Background: an optimization exercise with open tools, aiming at small area. Do not read the settings as production practice. The RTL of this run was laid out without a check of its function. Power is estimated from default activity; no workload was simulated.

==> flow/run.sh <==
#!/bin/bash
# synth_recipe.tcl (not shown) runs the flow's synth.tcl, then flattens the netlist and writes it again
# the make line also repeats each setting of config.mk as NAME=value (left out here)
make -C /OpenROAD-flow-scripts/flow DESIGN_CONFIG=/design/flow/config.mk WORK_HOME=/design/flow/orfs CLKGATE_MAP_FILE= SYNTH_SCRIPT=/design/flow/synth_recipe.tcl finish
==> flow/config.mk <==
export PLATFORM = sky130hd
export DESIGN_NAME = stackvm_core
export DESIGN_NICKNAME = stackvm_core
export VERILOG_FILES = /design/flow/design.v
export SDC_FILE = /design/flow/constraint.sdc
export NUM_CORES = 4
export LEC_CHECK = 0
export CAP_MARGIN = 20
export CORE_MARGIN = 2
export CORE_UTILIZATION = 30
export SLEW_MARGIN = 20
==> flow/constraint.sdc <==
create_clock -name core_clock -period 20.0 [get_ports {clk}]
set_input_delay 4.0000 -clock core_clock [delete_from_list [all_inputs] [get_ports {clk}]]
set_output_delay 4.0000 -clock core_clock [all_outputs]
set_load 0.01 [all_outputs]
==> flow/design.v <==
module stackvm_core (
    input  wire        clk,
    input  wire        rst,         
    input  wire        run,         
    input  wire        ld_we,       
    input  wire [4:0]  ld_addr,
    input  wire [31:0] ld_data,
    input  wire [4:0]  rd_addr,     
    output wire [31:0] rd_data,
    output reg  [1:0]  run_state,   
    output reg  [2:0]  fault,
    output reg  [31:0] pc,
    output reg         sp_empty,
    output reg  [4:0]  sp,
    output reg  [1:0]  stage,       
    output reg  [31:0] ir           
);
    localparam [1:0] RS_RESET = 2'd0, RS_RUN = 2'd1, RS_HALT = 2'd2;
    localparam [1:0] ST_FETCH = 2'd0, ST_DECODE = 2'd1, ST_EXECUTE = 2'd2;
    localparam [2:0] F_NONE       = 3'd0;
    localparam [2:0] F_ADDR       = 3'd1;
    localparam [2:0] F_UNDERFLOW  = 3'd2;
    localparam [2:0] F_OVERFLOW   = 3'd3;
    localparam [2:0] F_DIVZERO    = 3'd4;
    localparam [2:0] F_UNDEFINED  = 3'd5;
    localparam [4:0] OP_HALT = 5'd0,  OP_ADD = 5'd1,  OP_SUB = 5'd2,  OP_MUL = 5'd3;
    localparam [4:0] OP_DIV  = 5'd4,  OP_AND = 5'd5,  OP_OR  = 5'd6,  OP_NOT = 5'd7;
    localparam [4:0] OP_XOR  = 5'd8,  OP_LT  = 5'd9,  OP_GT  = 5'd10, OP_LE  = 5'd11;
    localparam [4:0] OP_GE   = 5'd12, OP_EQ  = 5'd13, OP_NE  = 5'd14, OP_BR  = 5'd15;
    localparam [4:0] OP_BRT  = 5'd16, OP_BRF = 5'd17, OP_RET = 5'd18;
    reg [31:0] mem [0:31];
    reg        div_busy;
    reg [5:0]  div_cnt;
    reg [32:0] div_rem;
    reg [31:0] div_quo;
    reg [31:0] div_dvs;
    reg        div_neg;
    assign rd_data = mem[rd_addr];
    wire [1:0]  kind    = ir[31:30];
    wire [29:0] payload = ir[29:0];
    wire        is_lit  = (kind == 2'b00) || (kind == 2'b10);
    wire        is_prim = (kind == 2'b01);
    wire        op_ok   = is_prim && (payload <= 30'd18);
    wire [4:0]  op      = payload[4:0];
    wire [31:0] lit_val = (kind == 2'b10) ? (32'd0 - {2'b00, payload}) : {2'b00, payload};
    wire [4:0]  sp_m1 = sp - 5'd1;
    wire [31:0] opa   = mem[sp_m1];
    wire [31:0] opb   = mem[sp];
    wire        depth_ge1 = !sp_empty;
    wire        depth_ge2 = !sp_empty && (sp != 5'd0);
    wire        full      = !sp_empty && (sp == 5'd31);
    wire signed [31:0] sa = opa;
    wire signed [31:0] sb = opb;
    reg [31:0] bin_res;
    always @(*) begin
        case (op)
            OP_ADD:  bin_res = opa + opb;
            OP_SUB:  bin_res = opa - opb;
            OP_MUL:  bin_res = opa * opb;
            OP_AND:  bin_res = opa & opb;
            OP_OR:   bin_res = opa | opb;
            OP_XOR:  bin_res = opa ^ opb;
            OP_LT:   bin_res = {31'd0, sa <  sb};
            OP_GT:   bin_res = {31'd0, sa >  sb};
            OP_LE:   bin_res = {31'd0, sa <= sb};
            OP_GE:   bin_res = {31'd0, sa >= sb};
            OP_EQ:   bin_res = {31'd0, opa == opb};
            OP_NE:   bin_res = {31'd0, opa != opb};
            default: bin_res = 32'd0;
        endcase
    end
    wire [32:0] div_shift = {div_rem[31:0], div_quo[31]};
    wire [32:0] div_trial = div_shift - {1'b0, div_dvs};
    wire        div_take  = !div_trial[32];
    wire [31:0] div_q_mag = {div_quo[30:0], div_take};
    wire [31:0] div_res   = div_neg ? (32'd0 - div_q_mag) : div_q_mag;
    integer i;
    always @(posedge clk) begin
        if (rst) begin
            run_state <= RS_RESET;
            fault     <= F_NONE;
            pc        <= 32'hFFFF_FFFF;
            sp_empty  <= 1'b1;
            sp        <= 5'd0;
            stage     <= ST_FETCH;
            ir        <= 32'd0;
            div_busy  <= 1'b0;
            div_cnt   <= 6'd0;
            div_rem   <= 33'd0;
            div_quo   <= 32'd0;
            div_dvs   <= 32'd0;
            div_neg   <= 1'b0;
            for (i = 0; i < 32; i = i + 1)
                mem[i] <= 32'd0;
        end else begin
            case (run_state)
                RS_RESET: begin
                    if (ld_we)
                        mem[ld_addr] <= ld_data;
                    if (run)
                        run_state <= RS_RUN;
                end
                RS_RUN: begin
                    case (stage)
                        ST_FETCH: begin
                            pc    <= pc + 32'd1;
                            stage <= ST_DECODE;
                        end
                        ST_DECODE: begin
                            if (pc[31:5] != 27'd0) begin
                                fault     <= F_ADDR;
                                run_state <= RS_HALT;
                            end else begin
                                ir    <= mem[pc[4:0]];
                                stage <= ST_EXECUTE;
                            end
                        end
                        default: begin  
                            if (div_busy) begin
                                div_rem <= div_take ? div_trial : div_shift;
                                div_quo <= div_q_mag;
                                div_cnt <= div_cnt + 6'd1;
                                if (div_cnt == 6'd31) begin
                                    div_busy   <= 1'b0;
                                    mem[sp_m1] <= div_res;
                                    sp         <= sp_m1;
                                    stage      <= ST_FETCH;
                                end
                            end else if (is_lit) begin
                                if (full) begin
                                    fault     <= F_OVERFLOW;
                                    run_state <= RS_HALT;
                                end else if (sp_empty) begin
                                    sp_empty <= 1'b0;
                                    sp       <= 5'd0;
                                    mem[0]   <= lit_val;
                                    stage    <= ST_FETCH;
                                end else begin
                                    sp               <= sp + 5'd1;
                                    mem[sp + 5'd1]   <= lit_val;
                                    stage            <= ST_FETCH;
                                end
                            end else if (!op_ok) begin
                                fault     <= F_UNDEFINED;
                                run_state <= RS_HALT;
                            end else begin
                                case (op)
                                    OP_HALT: begin
                                        run_state <= RS_HALT;
                                    end
                                    OP_NOT: begin
                                        if (!depth_ge1) begin
                                            fault     <= F_UNDERFLOW;
                                            run_state <= RS_HALT;
                                        end else begin
                                            mem[sp] <= ~opb;
                                            stage   <= ST_FETCH;
                                        end
                                    end
                                    OP_BR: begin
                                        pc    <= {2'b00, payload};
                                        stage <= ST_FETCH;
                                    end
                                    OP_BRT, OP_BRF: begin
                                        if (!depth_ge1) begin
                                            fault     <= F_UNDERFLOW;
                                            run_state <= RS_HALT;
                                        end else begin
                                            if ((op == OP_BRT) == (opb != 32'd0))
                                                pc <= {2'b00, payload};
                                            if (sp == 5'd0)
                                                sp_empty <= 1'b1;
                                            else
                                                sp <= sp_m1;
                                            stage <= ST_FETCH;
                                        end
                                    end
                                    OP_RET: begin
                                        if (!sp_empty) begin
                                            pc <= opb;
                                            if (sp == 5'd0)
                                                sp_empty <= 1'b1;
                                            else
                                                sp <= sp_m1;
                                        end
                                        stage <= ST_FETCH;
                                    end
                                    OP_DIV: begin
                                        if (!depth_ge2) begin
                                            fault     <= F_UNDERFLOW;
                                            run_state <= RS_HALT;
                                        end else if (opb == 32'd0) begin
                                            fault     <= F_DIVZERO;
                                            run_state <= RS_HALT;
                                        end else begin
                                            div_busy <= 1'b1;
                                            div_cnt  <= 6'd0;
                                            div_rem  <= 33'd0;
                                            div_quo  <= opa[31] ? (32'd0 - opa) : opa;
                                            div_dvs  <= opb[31] ? (32'd0 - opb) : opb;
                                            div_neg  <= opa[31] ^ opb[31];
                                        end
                                    end
                                    default: begin  
                                        if (!depth_ge2) begin
                                            fault     <= F_UNDERFLOW;
                                            run_state <= RS_HALT;
                                        end else begin
                                            mem[sp_m1] <= bin_res;
                                            sp         <= sp_m1;
                                            stage      <= ST_FETCH;
                                        end
                                    end
                                endcase
                            end
                        end
                    endcase
                end
                default: ;  
            endcase
        end
    end
endmodule
==> flow_summary.json <==
{
  "status": "no timing/DRC/antenna violations",
  "synth_edf_count": 1024,
  "antenna_found_initial": 34,
  "io_buffer_count": 154,
  "start_util": 0.301,
  "cts_setup_buffers": 0,
  "async_reset_ff_frac": 0,
  "finish.net_count": 9444,
  "worst_clock_skew_ns": 0.0822,
  "p_per_area_nw_per_um2": 74.9,
  "setup_slack_ns": 6.65,
  "crit_buf_inv": 7,
  "max-slew-margin-rel": 0.167,
  "grt_overflow_total": 0,
  "postCtsHoldBufs": 0,
  "syn_inst": 8909,
  "grt_pass1_wl_um": 676000,
  "layout_commonest_cell": "nor2_1",
  "pre_cts_ws_ns": 6.59,
  "fmax_mhz": 74.9,
  "io_pins": 155,
  "cts_buffers": 142,
  "drv_slew": 0,
  "max-vdd-ir-drop_uv": 149,
  "cts_tree": "done",
  "grt_max_degree": 116,
  "crit_fanout": 40,
  "dr_wl_met3_um": 77900,
  "place_congestion": 1.02,
  "critical_path.top_delay_family": "adder cells",
  "cp_common_cell": "fa_1",
  "power.leakage_uw": 0.0417,
  "path_clk_slew_ns": 0.06,
  "syn_area_per_cell_um2": 11.5,
  "max_stage_delay_ns": 0.72,
  "cts_max_path_buffers": 3,
  "yosysSeqAreaShare": 0.337,
  "clock-root-buffer": "clkbuf_16",
  "cp_slowest_cell": "dfxtp_4",
  "vias_per_cell": 6.47,
  "setup_violations": 0,
  "htree_num_levels": 4,
  "yosys.cell_types.count": 96,
  "avgRoutedWirePerCell_um": 36.6,
  "worst_slew_pin_slew_ns": 1.24,
  "die_h_um": 588,
  "yosysTopAreaCell": "edfxtp_1",
  "vias": 86700,
  "yosys_warnings": 1,
  "final_cell_mix": "1575 x nor2_1, 1212 x mux4_2, 1024 x edfxtp_1",
  "synth_area_leaders": "edfxtp_1 30%, mux4_2 27%, fa_1 8.0%",
  "syn_to_final_growth_pct": 11.5,
  "wirelength_um": 490000,
  "layout_min_cycle_time_ns": 13.35,
  "grt_usage": 0.277,
  "core_area_um2": 340000,
  "hold_viol": 0,
  "critical_path_class": "flop to flop",
  "tns_ns": 0,
  "cp.arrival_ns": 13.89,
  "end_kind": "flop",
  "timing.max_cap.violations": 0,
  "fillers": 33400,
  "drc": 0,
  "ant_nets": 0,
  "rows": 214,
  "drtIter0Drc": 15300,
  "place_hpwl_um": 323000,
  "m1WireLength_um": 159000,
  "wl_met2_um": 205000,
  "stdcell_count": 13400,
  "drive_above_1_share": 0.226,
  "synth_flop_cell": "edfxtp_1",
  "cts_resized": 0,
  "synth_top_area_frac": 0.300,
  "clock_latency_ns": 0.85,
  "syn_nets": 9632,
  "holdCritPathClass": "flop to flop",
  "rsz0062_at_grt": "no",
  "synth_seq_cells": 1210,
  "highest_layer": "met5",
  "drtPass1Iterations": 6,
  "crit_path_start_kind": "flop",
  "fp.dieArea_um2": 346000,
  "grt_pass1_vias": 83800,
  "chipWidth_um": 588,
  "cts_num_sinks": 1210,
  "finalCritPeriodShare": 0.667,
  "synth.cell_area_um2": 102000,
  "cp.required_ns": 20.54,
  "dp.cells": 13100
}
## worst paths after layout
check	to	cells past startpoint	start	slack, ns
max	mem[1][31]$_SDFFCE_PN0P_	31	sp[0]$_SDFFE_PP0P_	6.65
min	div_cnt[1]$_SDFFE_PP0P_	2	div_cnt[1]$_SDFFE_PP0P_	0.47
max reg2reg	mem[1][31]$_SDFFCE_PN0P_	31	sp[0]$_SDFFE_PP0P_	6.65
min reg2reg	div_cnt[1]$_SDFFE_PP0P_	2	div_cnt[1]$_SDFFE_PP0P_	0.47
## cells in the mapped netlist (13+ instances only)
cell type	number
a211oi_1	97
a21o_1	57
a21oi_1	307
a221o_1	16
a221oi_1	25
a22o_1	31
a22oi_1	23
a31oi_1	47
a32oi_1	20
and2_1	25
and3_1	36
buf_1	83
buf_2	76
buf_4	37
buf_6	22
clkbuf_1	580
clkinv_1	15
dfxtp_1	186
edfxtp_1	1024
fa_1	411
ha_1	266
inv_1	573
mux2_2	56
mux2i_1	104
mux4_2	1212
nand2_1	705
nand2b_1	26
nand3_1	142
nand4_1	26
nor2_1	1577
nor2b_1	26
nor3_1	156
nor4_1	26
o211ai_1	34
o21a_1	18
o21ai_0	251
o21bai_1	29
o221ai_1	23
o22ai_1	48
o31a_1	13
o31ai_1	31
or3_1	31
xnor2_1	176
xor2_1	53
## routing by layer
metal	vias up	track usage
met2	8174	0.400
met1	43700	0.322
met3	2062	0.123
met4	22	0.210
li1	32700	-
met5	-	0.00315
## tightest hold or removal path, stage by stage, from the launching register on
cell and delay [ns]:
dfxtp_1 0.32, nand2_1 0.06, a21oi_1 0.05
## state kept, by name (all words and copies together) (netlist names), named ones only
signal     cells
stage          2
div_neg        1
div_cnt        6
div_busy       1
run_state      2
ir            32
div_quo       32
div_rem       32
pc            32
fault          3
div_dvs       32
sp             5
sp_empty       1
mem         1024
## power breakdown
group	internal, uW	leakage [uW]	switching [uW]
clock	1530	0.00227	1170
sequential	2810	0.0122	114
combinational	1080	0.0272	1830
total	5430	0.0417	3110
## cell type report
class	instances	area [um2]	share of cell area
Antenna cell	29	72.6	0.000636
Clock buffer	181	3840	0.0337
Clock inverter	71	855	0.00749
Inverter	599	2250	0.0198
Multi-Input combinational cell	6298	62900	0.551
Sequential cell	1210	34500	0.302
Tap cell	4536	5680	0.0497
Timing Repair Buffer	470	4020	0.0352
## metrics by stage
step | hold WS (ns) | area, um2 | util | power [uW]
5_1_grt | 0.498 | 114000 | 0.336 | 8760
4_1_cts | 0.474 | 114000 | 0.336 | 8440
3_5_place_dp | 0.465 | 109000 | 0.322 | 5780
6_report | 0.469 | 114000 | 0.336 | 8540
3_3_place_gp | 0.459 | 109000 | 0.322 | 5770
2_1_floorplan | 0.442 | 102000 | - | 4680
## cell families (layout without fill, tap and decap cells)
logic type               after synthesis  count (layout)  synth area share
AO/OA/AOI/OAI                       1177            1177            0.0746
buffers and inverters               1401            1321            0.0557
flip-flops                          1210            1210             0.337
XOR/XNOR                             234             234            0.0207
other                                  0              29                 0
multiplexers                        1382            1382             0.285
adder cells (fa/ha/maj)              677             677             0.113
AND/OR/NAND/NOR                     2828            2828             0.114

port drivers added, routing unchanged:
Ports are ideal in the flow. The routed layout listed here was re-timed in OpenROAD.
Step 1: set_driving_cell puts a clkbuf_16 on clk and a buf_2 on each other input, an assumption about the parent block.
Step 2, shift: input delay + t, output delay - t, t = (earliest + latest rising clock arrival at the registers) / 2. This alone moves slack from input paths to output paths.
a / b / c = ideal ports / drivers / drivers and shift; a / b = the first two.
t, ns: 0.912
setup WS [ns]: 6.653 / 6.653 / 6.653
clock arrival spread, ns: 0.082 / 0.082
worst slew at a driven data input, ns: 0.15
After both steps setup and hold are still met in this run. The setup slack of this run moves by 0.000 ns with the drivers and by 0.000 ns with both steps.
